This is an optimization exercise on Yosys and OpenROAD, whose aim is small area, not a production implementation. At most, simulation tests tie the RTL to the original design; equivalence was not proved. Function not checked in run 2: the RTL went through the layout flow alone. Power is estimated from default activity; no workload was simulated.

--- flow/config.mk ---
export PLATFORM = sky130hd
export DESIGN_NAME = mars_timer
export DESIGN_NICKNAME = mars_timer
export VERILOG_FILES = /design/flow/design.v
export SDC_FILE = /design/flow/constraint.sdc
export NUM_CORES = 4
export LEC_CHECK = 0
export CAP_MARGIN = 20
export CORE_MARGIN = 2
export CORE_UTILIZATION = 40
export SLEW_MARGIN = 20
--- flow/constraint.sdc ---
create_clock -name core_clock -period 12.0 [get_ports {clk}]
set_input_delay 2.4000 -clock core_clock [delete_from_list [all_inputs] [get_ports {clk}]]
set_output_delay 2.4000 -clock core_clock [all_outputs]
set_load 0.01 [all_outputs]
--- flow/design.v ---
module mars_timer #(
    parameter [31:0] IO_BASE     = 32'hFFFF_0000,
    parameter [31:0] LIMIT_RESET = 32'd30
) (
    input  wire        clk,
    input  wire        rst,        
    input  wire        wr_en,      
    input  wire [31:0] wr_addr,    
    input  wire [31:0] wr_data,    
    input  wire        adv,        
    input  wire        masked,     
    input  wire [63:0] now,        
    output reg         cnt_we,     
    output reg  [31:0] cnt_data,
    output reg         irq         
);
    localparam [31:0] CONTROL_ADDR = IO_BASE + 32'h24;
    localparam [31:0] LIMIT_ADDR   = IO_BASE + 32'h28;
    reg        interrupt_enabled;
    reg        timer_mode;
    reg        enabled;
    reg [31:0] limit;
    reg [31:0] current;
    reg [63:0] armed_baseline;
    reg [31:0] armed_period;
    wire ctl_hit = wr_en && (wr_addr == CONTROL_ADDR);
    wire lim_hit = wr_en && (wr_addr == LIMIT_ADDR);
    wire rising  = ctl_hit && !enabled && wr_data[2];
    reg        ie_w, tm_w, en_w;
    reg [31:0] limit_w;
    reg [31:0] current_w;
    reg [63:0] baseline_w;
    reg [31:0] period_w;
    always @(*) begin
        ie_w       = interrupt_enabled;
        tm_w       = timer_mode;
        en_w       = enabled;
        limit_w    = limit;
        current_w  = current;
        baseline_w = armed_baseline;
        period_w   = armed_period;
        if (ctl_hit) begin
            ie_w = wr_data[0];
            tm_w = wr_data[1];
            en_w = wr_data[2];
            if (rising) begin
                if (wr_data[1]) begin
                    baseline_w = now;
                    period_w   = limit;
                end else begin
                    current_w  = limit;
                end
            end
        end
        if (lim_hit)
            limit_w = wr_data;
    end
    wire [63:0] elapsed   = now - baseline_w;
    wire [63:0] remaining = {32'd0, period_w} - elapsed;
    wire        rem_pos   = !remaining[63] && (remaining != 64'd0);
    reg [31:0] current_a;
    reg [63:0] baseline_a;
    reg [31:0] period_a;
    reg        reload;
    always @(*) begin
        current_a  = current_w;
        baseline_a = baseline_w;
        period_a   = period_w;
        reload     = 1'b0;
        if (adv && en_w) begin
            if (tm_w) begin
                if (rem_pos) begin
                    current_a  = remaining[31:0];
                end else begin
                    baseline_a = now;
                    period_a   = limit_w;
                    current_a  = limit_w;
                    reload     = 1'b1;
                end
            end else begin
                if (current_w != 32'd0) begin
                    current_a  = current_w - 32'd1;
                end else begin
                    current_a  = limit_w;
                    reload     = 1'b1;
                end
            end
        end
    end
    wire irq_a = adv && reload && ie_w && !masked;
    always @(posedge clk) begin
        if (rst) begin
            interrupt_enabled <= 1'b0;
            timer_mode        <= 1'b0;
            enabled           <= 1'b0;
            limit             <= LIMIT_RESET;
            cnt_we            <= 1'b0;
            irq               <= 1'b0;
        end else begin
            interrupt_enabled <= ie_w;
            timer_mode        <= tm_w;
            enabled           <= en_w;
            limit             <= limit_w;
            current           <= current_a;
            armed_baseline    <= baseline_a;
            armed_period      <= period_a;
            cnt_we            <= adv;
            irq               <= irq_a;
            if (adv)
                cnt_data      <= current_a;
        end
    end
endmodule
--- flow/run.sh ---
#!/bin/bash
# synth_recipe.tcl (not shown) runs the flow's synth.tcl, then flattens the netlist and writes it again
# the make line also repeats each setting of config.mk as NAME=value (left out here)
make -C /OpenROAD-flow-scripts/flow DESIGN_CONFIG=/design/flow/config.mk WORK_HOME=/design/flow/orfs CLKGATE_MAP_FILE= SYNTH_SCRIPT=/design/flow/synth_recipe.tcl finish
==> flow_summary.json, run 1 <==
{
  "drv_slew": 0,
  "drive_above_1_share_pct": 10.6,
  "dr.pass1.iters": 6,
  "cpMaxStageDelayCell": "nor2_8",
  "gr-total-overflow": 0,
  "drt_drc_violations_left": 0,
  "ys_ff_latch": 197,
  "ant_nets": 0,
  "yosysMostFrequentCell": "nor2_1",
  "criticalPathCategory": "primary input to flop",
  "rows": 76,
  "final.min_clock_period_ns": 10.90,
  "syn_avg_cell_area_um2": 9.42,
  "hold_viol": 0,
  "cts_hold_buf": 0,
  "r2r-start": "enabled$_SDFF_PP0_",
  "die_h_um": 212,
  "dp_hpwl_um": 46500,
  "critPathCaptureType": "flop",
  "track_usage_pct": 26.5,
  "syn_nets": 2101,
  "max_slew_margin_pct": 42.1,
  "coreArea_um2": 42900,
  "cts.sinks": 197,
  "fin_setup_tns_ns": 0,
  "setup_viol": 0,
  "dieArea_um2": 45000,
  "netlist.area_leader.share_pct": 27.7,
  "cts_resized": 0,
  "ys_top_cells_by_area": "edfxtp_1 (28%), ha_1 (7.0%), mux2_2 (6.5%), mux2i_1 (4.7%), dfxtp_1 (4.3%)",
  "peakVddDrop_v": 0.0000983,
  "seq_area_frac_synth_pct": 32.0,
  "r2r-end": "armed_baseline[50]$_DFFE_PN_",
  "max_freq_mhz": 91.7,
  "rsz0062_at_grt": "no",
  "fin_area_um2": 20000,
  "synth_cell_types": 94,
  "gp_congestion": 0.992,
  "synth_area_um2": 17300,
  "r2r_slack_ns": 4.43,
  "crit_required_ns": 12.24,
  "cp_cell_sequence": "clkdlybuf4s50_1 > or4b_2 > nor4_1 > nand2_1 > nor2_2 > and3_4 > buf_12 > mux2i_1 > fa_1 > inv_1 > ha_1 > a211oi_2 > o211ai_1 > a21oi_1 > o31ai_1 > xnor2_1 > o31ai_1 > a2111oi_0 > and4b_1 > nand4_1 > o21a_2 > nor2_8 > buf_4 > mux2_1",
  "ys_top_cells_by_count": "nor2_1 (176), nand2_1 (172), edfxtp_1 (160)",
  "diodes": 0,
  "crit_start": "wr_addr[4]",
  "grt_max_degree": 60,
  "r2r_cells": 20,
  "leakage_nw": 7.25,
  "yosys.area.top_type": "edfxtp_1",
  "critPathMaxFanout": 48,
  "cp_common_cell": "o31ai_1",
  "wl_per_cell_um": 23.0,
  "drt_iter0_markers": 1307,
  "placed_area_um2": 19500,
  "first_global_vias": 14600,
  "cts_tree": "done",
  "clk_pin_slew_ns": 0.07,
  "total_power_mw": 2.21,
  "power.density_nw_per_um2": 110,
  "grt_antenna_before_repair": 0,
  "initial_core_util_pct": 40.4,
  "async_flop_share_pct": 0,
  "vias": 15100,
  "synth_flop_cell": "edfxtp_1",
  "grt_pass1_wl_um": 89700,
  "cts_max_level": 4,
  "period_share_pct": 90.9,
  "synth-edff-count": 160,
  "yosysWarnings": 1,
  "max_stage_delay_ns": 0.69,
  "clockRootBuffer": "clkbuf_16",
  "tightest_slew_ns": 0.869,
  "critPathArrivalTime_ns": 11.15,
  "io_pins": 167,
  "synth_cells": 1839,
  "finalNetCount": 2216,
  "cts_setup_buffers": 0,
  "port_buffers": 166,
  "drv_cap": 0,
  "via_per_inst": 5.90,
  "area_growth_syn_to_layout_pct": 15.7,
  "clk_path_buf_depth": 2,
  "worstHoldPathType": "flop to flop",
  "die_x_um": 212,
  "skew_ns": 0.0135,
  "critical_path.endpoint": "armed_baseline[50]$_DFFE_PN_",
  "clock_latency_ns": 0.50,
  "crit_path_start_kind": "primary input",
  "cts_buffers": 17,
  "status": "finished clean",
  "wl_um": 58800
}
registers in the layout, summed over array words and instances (netlist names):
register / count
current: 32
irq: 1
armed_period: 32
cnt_data: 32
interrupt_enabled: 1
enabled: 1
armed_baseline: 64
timer_mode: 1
limit: 32
cnt_we: 1
cells in the final DEF, fill, tap and decap left out, types with 33 or more instances in the layout:
cell,n
nor2_1,175
nand2_1,172
clkdlybuf4s50_1,166
edfxtp_1,160
a21oi_1,115
mux2_2,100
ha_1,97
inv_1,83
mux2i_1,82
mux2_1,62
o21ai_0,57
nand4_1,43
xnor2_1,43
dfxtp_1,37
nor3b_1,33
layout make-up:
type / instances / area (um^2)
Fill cell: 4176 / 22900
Multi-Input combinational cell: 1454 / 10900
Sequential cell: 197 / 5550
Timing Repair Buffer: 200 / 1940
Tap cell: 585 / 732
Clock buffer: 21 / 450
Inverter: 84 / 318
Clock inverter: 11 / 95.1
power by group:
group	internal (mW)	switching (mW)	leakage, nW
clock	0.274	0.287	0.256
sequential	0.772	0.0103	1.86
combinational	0.304	0.561	5.14
total	1.35	0.858	7.25
worst max-delay path: cells and delay by family:
| family | cells | cell delay, ns |
|---|---|---|
| buffers and inverters | 4 | 1.22 |
| xor gates and xnor gates | 1 | 0.67 |
| adders and majority gates | 2 | 0.74 |
| muxes | 2 | 0.69 |
| and+or+nand+nor | 8 | 3.08 |
| AOI/OAI and AO/OA | 7 | 2.31 |
worst min path at each step:
stage / from / to / cells after the start
after floorplan: interrupt_enabled$_SDFF_PP0_ / interrupt_enabled$_SDFF_PP0_ / 2
after global placement: interrupt_enabled$_SDFF_PP0_ / interrupt_enabled$_SDFF_PP0_ / 2
after detailed placement: interrupt_enabled$_SDFF_PP0_ / interrupt_enabled$_SDFF_PP0_ / 2
after CTS: interrupt_enabled$_SDFF_PP0_ / interrupt_enabled$_SDFF_PP0_ / 2
after global routing: interrupt_enabled$_SDFF_PP0_ / interrupt_enabled$_SDFF_PP0_ / 2
final: interrupt_enabled$_SDFF_PP0_ / interrupt_enabled$_SDFF_PP0_ / 2
layer usage:
| layer | routed length (um) | track usage (%) | share of wire [%] | vias up |
|---|---|---|---|---|
| met2 | 27600 | 43.5 | 47 | 527 |
| li1 | - | - | - | 7074 |
| met4 | 1340 | 7.87 | 2.3 | 0 |
| met3 | 3760 | 4.22 | 6.4 | 72 |
| met5 | 0 | 0 | 0 | - |
| met1 | 26100 | 36.0 | 44 | 7385 |
stage by stage:
step	utilization, %	worst slack (ns)	hold WS, ns	std cells
global placement	45.4	0.683	0.480	2520
CTS	46.7	1.11	0.534	2552
floorplan	-	2.68	0.461	1839
global route	46.7	0.535	0.557	2552
detailed placement	45.4	0.578	0.505	2520
finish	46.7	1.10	0.538	2552
logic make-up after synthesis:
logic type                 count (synthesis)  synth area share [%]
xor gates and xnor gates                  66                  3.42
buffers and inverters                    188                  4.88
and+or+nand+nor                          594                  17.0
DFF                                      197                  32.0
AOI/OAI and AO/OA                        421                  16.7
adders and majority gates                129                  10.7
muxes                                    244                  15.3
==> run 2: changes to the inputs <==
==> flow/design.v (replaced) <==
module mars_timer #(
    parameter [31:0] IO_BASE     = 32'hFFFF_0000,
    parameter [31:0] LIMIT_RESET = 32'd30
) (
    input  wire        clk,
    input  wire        rst,        
    input  wire        wr_en,      
    input  wire [31:0] wr_addr,    
    input  wire [31:0] wr_data,    
    input  wire        adv,        
    input  wire        masked,     
    input  wire [63:0] now,        
    output reg         cnt_we,     
    output wire [31:0] cnt_data,
    output reg         irq         
);
    localparam [31:0] CONTROL_ADDR = IO_BASE + 32'h24;
    localparam [31:0] LIMIT_ADDR   = IO_BASE + 32'h28;
    reg        interrupt_enabled;
    reg        timer_mode;
    reg        enabled;
    reg [31:0] limit;
    reg [31:0] current;
    reg [63:0] deadline;           
    assign cnt_data = current;
    wire ctl_hit = wr_en && (wr_addr == CONTROL_ADDR);
    wire lim_hit = wr_en && (wr_addr == LIMIT_ADDR);
    wire rising  = ctl_hit && !enabled && wr_data[2];
    wire arm_wc  = rising &&  wr_data[1];
    wire arm_cnt = rising && !wr_data[1];
    wire        ie_w    = ctl_hit ? wr_data[0] : interrupt_enabled;
    wire        tm_w    = ctl_hit ? wr_data[1] : timer_mode;
    wire        en_w    = ctl_hit ? wr_data[2] : enabled;
    wire [31:0] limit_w = lim_hit ? wr_data : limit;
    wire [31:0] cur_w   = arm_cnt ? limit : current;
    wire [63:0] nn = ~now;
    wire [64:0] rc;                
    wire [31:0] rem_lo;
    assign rc[0] = 1'b1;
    genvar i;
    generate
        for (i = 0; i < 64; i = i + 1) begin : g_sub
            assign rc[i+1] = (deadline[i] & nn[i]) | (rc[i] & (deadline[i] | nn[i]));
            if (i < 32) begin : g_lo
                assign rem_lo[i] = deadline[i] ^ nn[i] ^ rc[i];
            end
        end
    endgenerate
    wire rem_neg  = deadline[63] ^ nn[63] ^ rc[63];
    wire rem_zero = (deadline == now);
    wire [64:0] ac;
    wire [63:0] deadline_new;
    assign ac[0] = 1'b0;
    generate
        for (i = 0; i < 64; i = i + 1) begin : g_add
            if (i < 32) begin : g_full
                assign deadline_new[i] = now[i] ^ limit_w[i] ^ ac[i];
                assign ac[i+1] = (now[i] & limit_w[i]) | (ac[i] & (now[i] | limit_w[i]));
            end else begin : g_inc
                assign deadline_new[i] = now[i] ^ ac[i];
                assign ac[i+1] = now[i] & ac[i];
            end
        end
    endgenerate
    wire [32:0] bz;                
    wire [31:0] cur_dec;
    assign bz[0] = 1'b1;
    generate
        for (i = 0; i < 32; i = i + 1) begin : g_dec
            assign cur_dec[i] = cur_w[i] ^ bz[i];
            assign bz[i+1] = bz[i] & ~cur_w[i];
        end
    endgenerate
    wire cur_zero = bz[32];
    wire go      = adv && en_w;
    wire rem_pos = arm_wc ? (limit != 32'd0) : !(rem_neg || rem_zero);
    wire reload  = go && (tm_w ? !rem_pos : cur_zero);
    reg  [31:0] current_a;
    always @(*) begin
        current_a = cur_w;
        if (go) begin
            if (reload || (tm_w && arm_wc))
                current_a = limit_w;
            else if (tm_w)
                current_a = rem_lo;
            else
                current_a = cur_dec;
        end
    end
    always @(posedge clk) begin
        current <= current_a;
        if (arm_wc || (reload && tm_w))
            deadline <= deadline_new;
    end
    always @(posedge clk) begin
        if (rst) begin
            interrupt_enabled <= 1'b0;
            timer_mode        <= 1'b0;
            enabled           <= 1'b0;
            limit             <= LIMIT_RESET;
            cnt_we            <= 1'b0;
            irq               <= 1'b0;
        end else begin
            interrupt_enabled <= ie_w;
            timer_mode        <= tm_w;
            enabled           <= en_w;
            limit             <= limit_w;
            cnt_we            <= adv;
            irq               <= reload && ie_w && !masked;
        end
    end
endmodule
==> flow_summary.json, run 2 <==
{
  "port_buffers": 166,
  "max_stage_delay_ns": 0.39,
  "yosys.area.top_type": "ha_1",
  "worstHoldPathType": "flop to flop",
  "drive_above_1_share_pct": 26.3,
  "dr.pass1.iters": 5,
  "cts_max_level": 4,
  "dieArea_um2": 26100,
  "leakage_nw": 6.81,
  "finalNetCount": 1548,
  "cts.sinks": 133,
  "cts_hold_buf": 0,
  "synth-edff-count": 64,
  "clockRootBuffer": "clkbuf_16",
  "vias": 7550,
  "cts_buffers": 17,
  "clock_latency_ns": 0.43,
  "biggestRegsByFlops": "deadline: 64 flops, current: 32 flops, limit: 32 flops",
  "synth_cells": 927,
  "tightest_slew_ns": 0.856,
  "track_usage_pct": 22.0,
  "final_cell_mix": "inv_1 (166), clkdlybuf4s50_1 (133), ha_1 (124)",
  "period_share_pct": 160,
  "cts_tree": "done",
  "so_faults": "setup timing",
  "io_pins": 167,
  "clk_pin_slew_ns": 0.06,
  "drv_cap": 0,
  "netlist.area_leader.share_pct": 19.8,
  "drt_drc_violations_left": 0,
  "power_frac_comb_pct": 11.8,
  "first_global_vias": 7937,
  "ant_nets": 0,
  "setup_viol": 136,
  "grt_pass1_wl_um": 43400,
  "async_flop_share_pct": 0,
  "critPathArrivalTime_ns": 19.38,
  "critPathMaxFanout": 2,
  "p_sw_mw": 0.270,
  "die_x_um": 162,
  "gp_congestion": 0.812,
  "initial_core_util_pct": 40.8,
  "final.min_clock_period_ns": 19.21,
  "die_h_um": 162,
  "p_seq_share_pct": 42.8,
  "rsz0062_at_grt": "yes",
  "fin_ws_ns": -7.21,
  "yosysWarnings": 1,
  "seq_area_frac_synth_pct": 33.2,
  "critPathCaptureType": "flop",
  "skew_ns": 0.00930,
  "criticalPathCategory": "primary input to flop",
  "fin_area_um2": 14200,
  "r2r_cells": 68,
  "largest_reg_flops": 64,
  "synth_cell_types": 49,
  "coreArea_um2": 24300,
  "clkPwrFrac_pct": 45.3,
  "fin_cells": 1534,
  "peakVddDrop_v": 0.0000654,
  "r2r-start": "limit[0]$_SDFF_PP0_",
  "synth_flop_cell": "dfxtp_1",
  "drt_iter0_markers": 390,
  "fill_cells": 2063,
  "wl_um": 28800,
  "regMostFlops": "deadline",
  "swShare_pct": 24.3,
  "power.density_nw_per_um2": 78.1,
  "crit_start": "wr_addr[14]",
  "max_freq_mhz": 52.0,
  "cpMaxStageDelayCell": "fa_2",
  "dp_cells": 1480,
  "ys_ff_latch": 133,
  "area_growth_syn_to_layout_pct": 43.0,
  "rows": 57,
  "clk_path_buf_depth": 2,
  "whs_path_depth": 2,
  "hold_start": "interrupt_enabled$_SDFF_PP0_",
  "grt_max_degree": 37,
  "crit_required_ns": 12.17,
  "ys_top_cells_by_area": "ha_1 (20%), edfxtp_1 (19%), dfxtp_1 (14%), fa_1 (12%), mux2i_1 (6.6%)",
  "drv_slew": 0,
  "yosysMostFrequentCell": "inv_1",
  "via_per_inst": 4.92,
  "ys_top_cells_by_count": "inv_1 (168), ha_1 (157), nand2_1 (95)",
  "gr-total-overflow": 0,
  "status": "complete, but fails checks",
  "wl_per_cell_um": 18.8,
  "max_slew_margin_pct": 42.3,
  "dp_hpwl_um": 21800,
  "placed_area_um2": 13200,
  "layout.cells.most_common": "inv_1",
  "syn_avg_cell_area_um2": 10.7,
  "hold_viol": 0,
  "syn_nets": 1279,
  "power.internal_mw": 0.840,
  "grt_antenna_before_repair": 1,
  "crit_path_start_kind": "primary input",
  "synth_area_um2": 9930
}
==> run 2: cell types whose count changed after synthesis, sizes merged, moves of 77 or more <==
cell,previous run,this run
edfxtp,160,64
mux2,162,1
o21ai,82,3
nand2,172,95
inv,84,168
nor2,178,37
a21oi,118,14
==> run 2: area by class of cell <==
cell class / count / area (um^2) / area share (%)
Timing Repair Buffer: 276 / 2740 / 19.3
Clock inverter: 10 / 68.8 / 0.484
Antenna cell: 1 / 2.50 / 0.0176
Sequential cell: 133 / 3300 / 23.3
Clock buffer: 22 / 495 / 3.49
Multi-Input combinational cell: 600 / 6560 / 46.2
Inverter: 168 / 631 / 4.44
Tap cell: 324 / 405 / 2.85
==> run 2: worst max-delay path: cells and delay by family <==
kind | cells | cell delay [ns]
buffers and inverters | 4 | 0.29
and+or+nand+nor | 3 | 0.64
muxes | 1 | 0.23
adders and majority gates | 63 | 15.58
xor gates and xnor gates | 1 | 0.13
==> run 2: cell families after synthesis <==
| group | after synthesis | synth area share (%) |
|---|---|---|
| AOI/OAI and AO/OA | 71 | 7.57 |
| xor gates and xnor gates | 2 | 0.176 |
| adders and majority gates | 219 | 32.3 |
| buffers and inverters | 194 | 7.75 |
| DFF | 133 | 33.2 |
| muxes | 68 | 6.99 |
| and+or+nand+nor | 240 | 12.0 |
==> run 2: routing by layer <==
metal / vias up / part of all wire, % / global-route usage (%)
li1: 3669 / - / -
met1: 3696 / 47 / 29.9
met2: 161 / 48 / 36.5
met3: 24 / 4.2 / 3.54
met4: 0 / 1.4 / 5.72
met5: - / 0 / 0
==> run 2: power by group through the flow <==
stage / Combinational, mW / Sequential [mW] / Clock, mW
after floorplan: 0.0399 / 0.485 / 0
after global placement: 0.130 / 0.485 / 0
after detailed placement: 0.131 / 0.485 / 0
after CTS: 0.130 / 0.475 / 0.515
after global routing: 0.145 / 0.475 / 0.534
final: 0.131 / 0.475 / 0.503
==> run 2: final timing paths <==
path / end / slack [ns]
worst max register to register: deadline[63]$_DFFE_PP_ / -4.76
worst min-delay path: interrupt_enabled$_SDFF_PP0_ / 0.53
worst max-delay path: deadline[63]$_DFFE_PP_ / -7.21
worst min register to register: interrupt_enabled$_SDFF_PP0_ / 0.53
==> run 2: through the flow <==
stage / TNS (ns) / total power [mW] / hold WS [ns] / util [%] / worst slack (ns)
floorplan: -479.03 / 0.525 / 0.476 / - / -7.21
global placement: -586.27 / 0.616 / 0.504 / 54.3 / -7.97
detailed placement: -596.88 / 0.617 / 0.522 / 54.3 / -8.19
CTS: -519.38 / 1.12 / 0.535 / 56.5 / -7.34
global route: -530.35 / 1.15 / 0.603 / 58.4 / -7.75
finish: -480.80 / 1.11 / 0.534 / 58.4 / -7.21
==> run 2: what timing repair did <==
| item | CTS | global route |
|---|---|---|
| gates resized for setup | 65 | 61 |
| endpoints found under the setup margin | 138 | 137 |
| buffers inserted | 1 | 8 |
| pin swaps | 11 | 29 |
| hold endpoints to repair | 0 | 0 |
| cloned | 0 | 14 |
==> run 3: changes to the inputs <==
==> flow/design.v (replaced) <==
module mars_timer #(
    parameter [31:0] IO_BASE     = 32'hFFFF_0000,
    parameter [31:0] LIMIT_RESET = 32'd30
) (
    input  wire        clk,
    input  wire        rst,        
    input  wire        wr_en,      
    input  wire [31:0] wr_addr,    
    input  wire [31:0] wr_data,    
    input  wire        adv,        
    input  wire        masked,     
    input  wire [63:0] now,        
    output reg         cnt_we,     
    output wire [31:0] cnt_data,
    output reg         irq         
);
    localparam [31:0] CONTROL_ADDR = IO_BASE + 32'h24;
    localparam [31:0] LIMIT_ADDR   = IO_BASE + 32'h28;
    reg        interrupt_enabled;
    reg        timer_mode;
    reg        enabled;
    reg [31:0] limit;
    reg [31:0] current;
    reg [63:0] deadline;           
    assign cnt_data = current;
    wire ctl_hit = wr_en && (wr_addr == CONTROL_ADDR);
    wire lim_hit = wr_en && (wr_addr == LIMIT_ADDR);
    wire rising  = ctl_hit && !enabled && wr_data[2];
    wire arm_wc  = rising &&  wr_data[1];
    wire        ie_w    = ctl_hit ? wr_data[0] : interrupt_enabled;
    wire        tm_w    = ctl_hit ? wr_data[1] : timer_mode;
    wire        en_w    = ctl_hit ? wr_data[2] : enabled;
    wire [31:0] limit_w = lim_hit ? wr_data : limit;
    wire        sub_wc = tm_w && !rising;
    wire [31:0] x_lo   = rising ? limit : (tm_w ? deadline[31:0] : current);
    wire [63:0] x      = {deadline[63:32], x_lo};
    wire [63:0] yn;                
    assign yn[0]     = sub_wc ? ~now[0] : tm_w;
    assign yn[31:1]  = ~(now[31:1] & {31{sub_wc}});
    assign yn[63:32] = ~now[63:32];
    wire [63:0] p = x ^ yn;        
    wire [32:0] c;
    wire [31:0] diff_lo;
    assign c[0] = 1'b1;
    genvar i;
    generate
        for (i = 0; i < 32; i = i + 1) begin : g_sub
            assign c[i+1] = p[i] ? c[i] : x[i];
            if (i == 0) begin : g_s0
                assign diff_lo[i] = ~p[i];
            end else begin : g_s
                assign diff_lo[i] = p[i] ^ (p[i-1] ? c[i-1] : yn[i-1]);
            end
        end
    endgenerate
    wire [31:0] hc;
    assign hc[0] = 1'b0;
    generate
        for (i = 0; i < 31; i = i + 1) begin : g_hi
            assign hc[i+1] = p[32+i] ? hc[i] : x[32+i];
        end
    endgenerate
    wire lo_all = &p[31:0];
    wire hp     = &p[62:32];
    wire c63    = hc[31] | (hp & c[32]);
    wire diff63 = p[63] ^ c63;
    wire lo_zero  = lo_all;        
    wire rem_zero = lo_all && hp && p[63];
    wire cur_zero = !c[32];        
    wire rem_pos  = rising ? !lo_zero : !(diff63 || rem_zero);
    wire [31:0] ap = now[31:0] ^ limit_w;
    wire [32:0] ac;
    wire [63:0] deadline_new;
    assign ac[0] = 1'b0;
    generate
        for (i = 0; i < 32; i = i + 1) begin : g_add
            assign ac[i+1] = ap[i] ? ac[i] : now[i];
            if (i == 0) begin : g_s0
                assign deadline_new[i] = ap[i];
            end else begin : g_s
                assign deadline_new[i] = ap[i] ^ (ap[i-1] ? ac[i-1] : limit_w[i-1]);
            end
        end
    endgenerate
    wire [32:0] ones;              
    assign ones[0] = 1'b1;
    generate
        for (i = 0; i < 32; i = i + 1) begin : g_inc
            assign ones[i+1] = ones[i] & now[32+i];
            assign deadline_new[32+i] = now[32+i] ^ (ac[32] & ones[i]);
        end
    endgenerate
    wire go     = adv && en_w;
    wire reload = go && (tm_w ? !rem_pos : cur_zero);
    wire cur_load  = go || (rising && !wr_data[1]);
    wire cur_limit = reload || !go;
    always @(posedge clk) begin
        if (cur_load)
            current <= cur_limit ? limit_w : diff_lo;
        if (arm_wc || (reload && tm_w))
            deadline <= deadline_new;
    end
    always @(posedge clk) begin
        if (rst) begin
            interrupt_enabled <= 1'b0;
            timer_mode        <= 1'b0;
            enabled           <= 1'b0;
            limit             <= LIMIT_RESET;
            cnt_we            <= 1'b0;
            irq               <= 1'b0;
        end else begin
            interrupt_enabled <= ie_w;
            timer_mode        <= tm_w;
            enabled           <= en_w;
            limit             <= limit_w;
            cnt_we            <= adv;
            irq               <= reload && ie_w && !masked;
        end
    end
endmodule
--- a/flow/config.mk
+++ b/flow/config.mk
@@ -7,2 +7,3 @@
 export LEC_CHECK = 0
+export ABC_AREA = 1
 export CAP_MARGIN = 20
==> flow_summary.json, run 3 <==
{
  "cpMaxStageDelayCell": "nand2_2",
  "async_flop_share_pct": 0,
  "rsz0062_at_grt": "no",
  "synth_cells": 1504,
  "clk_path_buf_depth": 2,
  "clkPwrFrac_pct": 45.2,
  "synth-edff-count": 96,
  "ys_top_cells_by_count": "nand2_1 (497), inv_1 (235), nand3_1 (120)",
  "cts_hold_buf": 0,
  "max_slew_margin_pct": 42.9,
  "coreArea_um2": 25800,
  "clockRootBuffer": "clkbuf_16",
  "fin_util_pct": 49.2,
  "syn_nets": 1644,
  "largest_reg_flops": 64,
  "final.min_clock_period_ns": 9.77,
  "fin_cells": 1994,
  "regMostFlops": "deadline",
  "synth_area_um2": 10400,
  "layout.cells.most_common": "nand2_1",
  "via_per_inst": 5.00,
  "rows": 59,
  "synth_flop_cell": "edfxtp_1",
  "first_global_vias": 9373,
  "setup_viol": 0,
  "worstHoldPathType": "flop to flop",
  "synth_cell_types": 49,
  "yosysWarnings": 1,
  "syn_avg_cell_area_um2": 6.91,
  "fill_cells": 2560,
  "criticalPathCategory": "primary input to flop",
  "p_seq_share_pct": 43.8,
  "critPathTopFamily": "simple AND/OR/NAND/NOR gates",
  "tightest_slew_ns": 0.854,
  "drt_drc_violations_left": 0,
  "cp_common_cell": "nand3_2",
  "fin_setup_tns_ns": 0,
  "dr.pass1.iters": 6,
  "grt_pass1_wl_um": 46500,
  "biggestRegsByFlops": "deadline: 64 flops, current: 32 flops, limit: 32 flops",
  "netlist.area_leader.share_pct": 27.7,
  "cts_buffers": 17,
  "drv_cap": 0,
  "yosysMostFrequentCell": "nand2_1",
  "initial_core_util_pct": 40.4,
  "fin_ws_ns": 2.23,
  "critPathCaptureType": "flop",
  "drt_iter0_markers": 568,
  "yosys.area.top_type": "edfxtp_1",
  "ys_ff_latch": 133,
  "grt_antenna_before_repair": 0,
  "power.density_nw_per_um2": 88.6,
  "dp_hpwl_um": 21300,
  "finalNetCount": 1786,
  "power.internal_mw": 0.852,
  "drv_slew": 0,
  "crit_path_start_kind": "primary input",
  "io_pins": 167,
  "period_share_pct": 81.4,
  "swShare_pct": 24.1,
  "skew_ns": 0.0126,
  "vias": 9965,
  "crit_required_ns": 12.11,
  "status": "finished clean",
  "cts_setup_buffers": 0,
  "total_power_mw": 1.12,
  "die_h_um": 165,
  "critPathMaxFanout": 36,
  "die_x_um": 165,
  "peakVddDrop_v": 0.0000720,
  "gp_congestion": 0.860,
  "power_frac_comb_pct": 11.1,
  "critPathArrivalTime_ns": 9.88,
  "wl_um": 29200,
  "dp_cells": 1962,
  "clk_pin_slew_ns": 0.05,
  "ant_nets": 0,
  "final_cell_mix": "nand2_1 (496), inv_1 (235), clkdlybuf4s50_1 (166)",
  "hold_viol": 0,
  "grt_max_degree": 61,
  "gr-total-overflow": 0,
  "clock_latency_ns": 0.43,
  "diodes": 0,
  "port_buffers": 166,
  "dp_slack_ns": 1.77,
  "area_growth_syn_to_layout_pct": 21.9,
  "max_stage_delay_ns": 0.66,
  "ys_top_cells_by_area": "edfxtp_1 (28%), nand2_1 (18%), inv_1 (8.5%), dfxtp_1 (7.1%), nand3_1 (5.8%)",
  "drive_above_1_share_pct": 9.46,
  "cts_max_level": 4,
  "dieArea_um2": 27300,
  "leakage_nw": 6.14,
  "p_sw_mw": 0.270,
  "cts.sinks": 133,
  "max_freq_mhz": 102,
  "track_usage_pct": 21.8,
  "seq_area_frac_synth_pct": 34.9,
  "cts_tree": "done",
  "wl_per_cell_um": 14.6,
  "path_buf_inv": 6,
  "cts_resized": 0
}
run 3: changes by cell type in the layout (fill, tap and decap cells not counted), moves of 62 or more:
| cell | previous run | this run |
|---|---|---|
| ha_1 | 124 | 7 |
| inv_1 | 166 | 235 |
| nand2_1 | 95 | 496 |
| mux2i_1 | 65 | 0 |
| nor2_1 | 34 | 100 |
| buf_4 | 83 | 5 |
| nand3_1 | 2 | 120 |
| fa_2 | 62 | 0 |
| nand2_2 | 0 | 77 |
run 3: power by group through the flow:
| stage | Combinational [mW] | Sequential (mW) | Clock [mW] |
|---|---|---|---|
| final | 0.124 | 0.491 | 0.507 |
| after detailed placement | 0.124 | 0.501 | 0 |
| after global routing | 0.138 | 0.491 | 0.532 |
| after global placement | 0.122 | 0.501 | 0 |
| after CTS | 0.124 | 0.491 | 0.516 |
| after floorplan | 0.0608 | 0.501 | 0 |
run 3: kinds of logic after synthesis:
logic type	Yosys count	synth area share (%)
AND/OR/NAND/NOR	918	41.1
buffers and inverters	289	13.0
flip-flops	133	34.9
AO/OA/AOI/OAI	132	8.08
XOR/XNOR	25	2.11
adder cells (fa/ha/maj)	7	0.842
run 3: through the flow:
stage                     hold WS (ns)  area (um^2)
after CTS                        0.498        12700
final                            0.502        12700
after detailed placement         0.485        12100
after global routing             0.557        12700
after global placement           0.476        12100
after floorplan                  0.466        10400
run 3: layout make-up:
type                       instances  area [um^2]  area share [%]
inverter                         240          913            7.21
multi-input combinational       1082         5440            42.9
sequential                       133         3620            28.6
tap                              335          419            3.31
timing repair buffer             172         1720            13.6
clock buffer                      23          479            3.78
clock inverter                     9         78.8           0.622
run 3: per-layer routing:
metal / up-vias / global-route usage, % / part of all wire (%)
met1: 4565 / 26.9 / 44
li1: 5138 / - / -
met5: - / 0 / 0
met2: 230 / 38.8 / 49
met4: 0 / 5.97 / 1.6
met3: 32 / 4.00 / 4.9
run 3: worst reg2reg max path: cells and delay by family, from the launching register on:
kind / cells / cell delay [ns]
buffers and inverters: 5 / 1.54
DFF: 1 / 0.37
and+or+nand+nor: 43 / 4.84
run 3: path summary, 6_finish.rpt:
check | from | end | depth (start not counted) | slack (ns)
max | wr_addr[2] | deadline[45]$_DFFE_PP_ | 54 | 2.23
min | limit[11]$_SDFF_PP0_ | limit[11]$_SDFF_PP0_ | 2 | 0.50
min reg2reg | limit[11]$_SDFF_PP0_ | limit[11]$_SDFF_PP0_ | 2 | 0.50
max reg2reg | enabled$_SDFF_PP0_ | deadline[45]$_DFFE_PP_ | 48 | 4.91

what the ideal ports hide:
No port has a modelled driver above. Below, the same layouts with a new extraction and two added sets of constraints.
Step 1 assumes that a clkbuf_16 drives the clock port and a buf_2 every other input.
Step 2 times the ports against the registers' clock, not the clock port: input delays grow and output delays shrink by t, the midpoint of the rising clock arrivals with the driver on.
Slacks: ideal ports / drivers / drivers and shift; pairs: ideal ports / drivers.
| run | t, ns | setup slack, ns | worst setup path after step 2 | worst slew at a driven data input, ns | pins driven straight from the clock port |
|---|---|---|---|---|---|
| run 1 | 0.548 | 1.097 / 1.125 / 0.576 | input to register | 0.05 | 1 |
| run 2 | 0.471 | -7.213 / -7.200 / -7.671 | input to register | 0.07 | 1 |
| run 3 | 0.471 | 2.233 / 2.246 / 1.775 | input to register | 0.06 | 1 |
For run 1, which loses most, drivers alone change the setup slack by +0.028 ns; drivers and shift together by -0.521 ns.
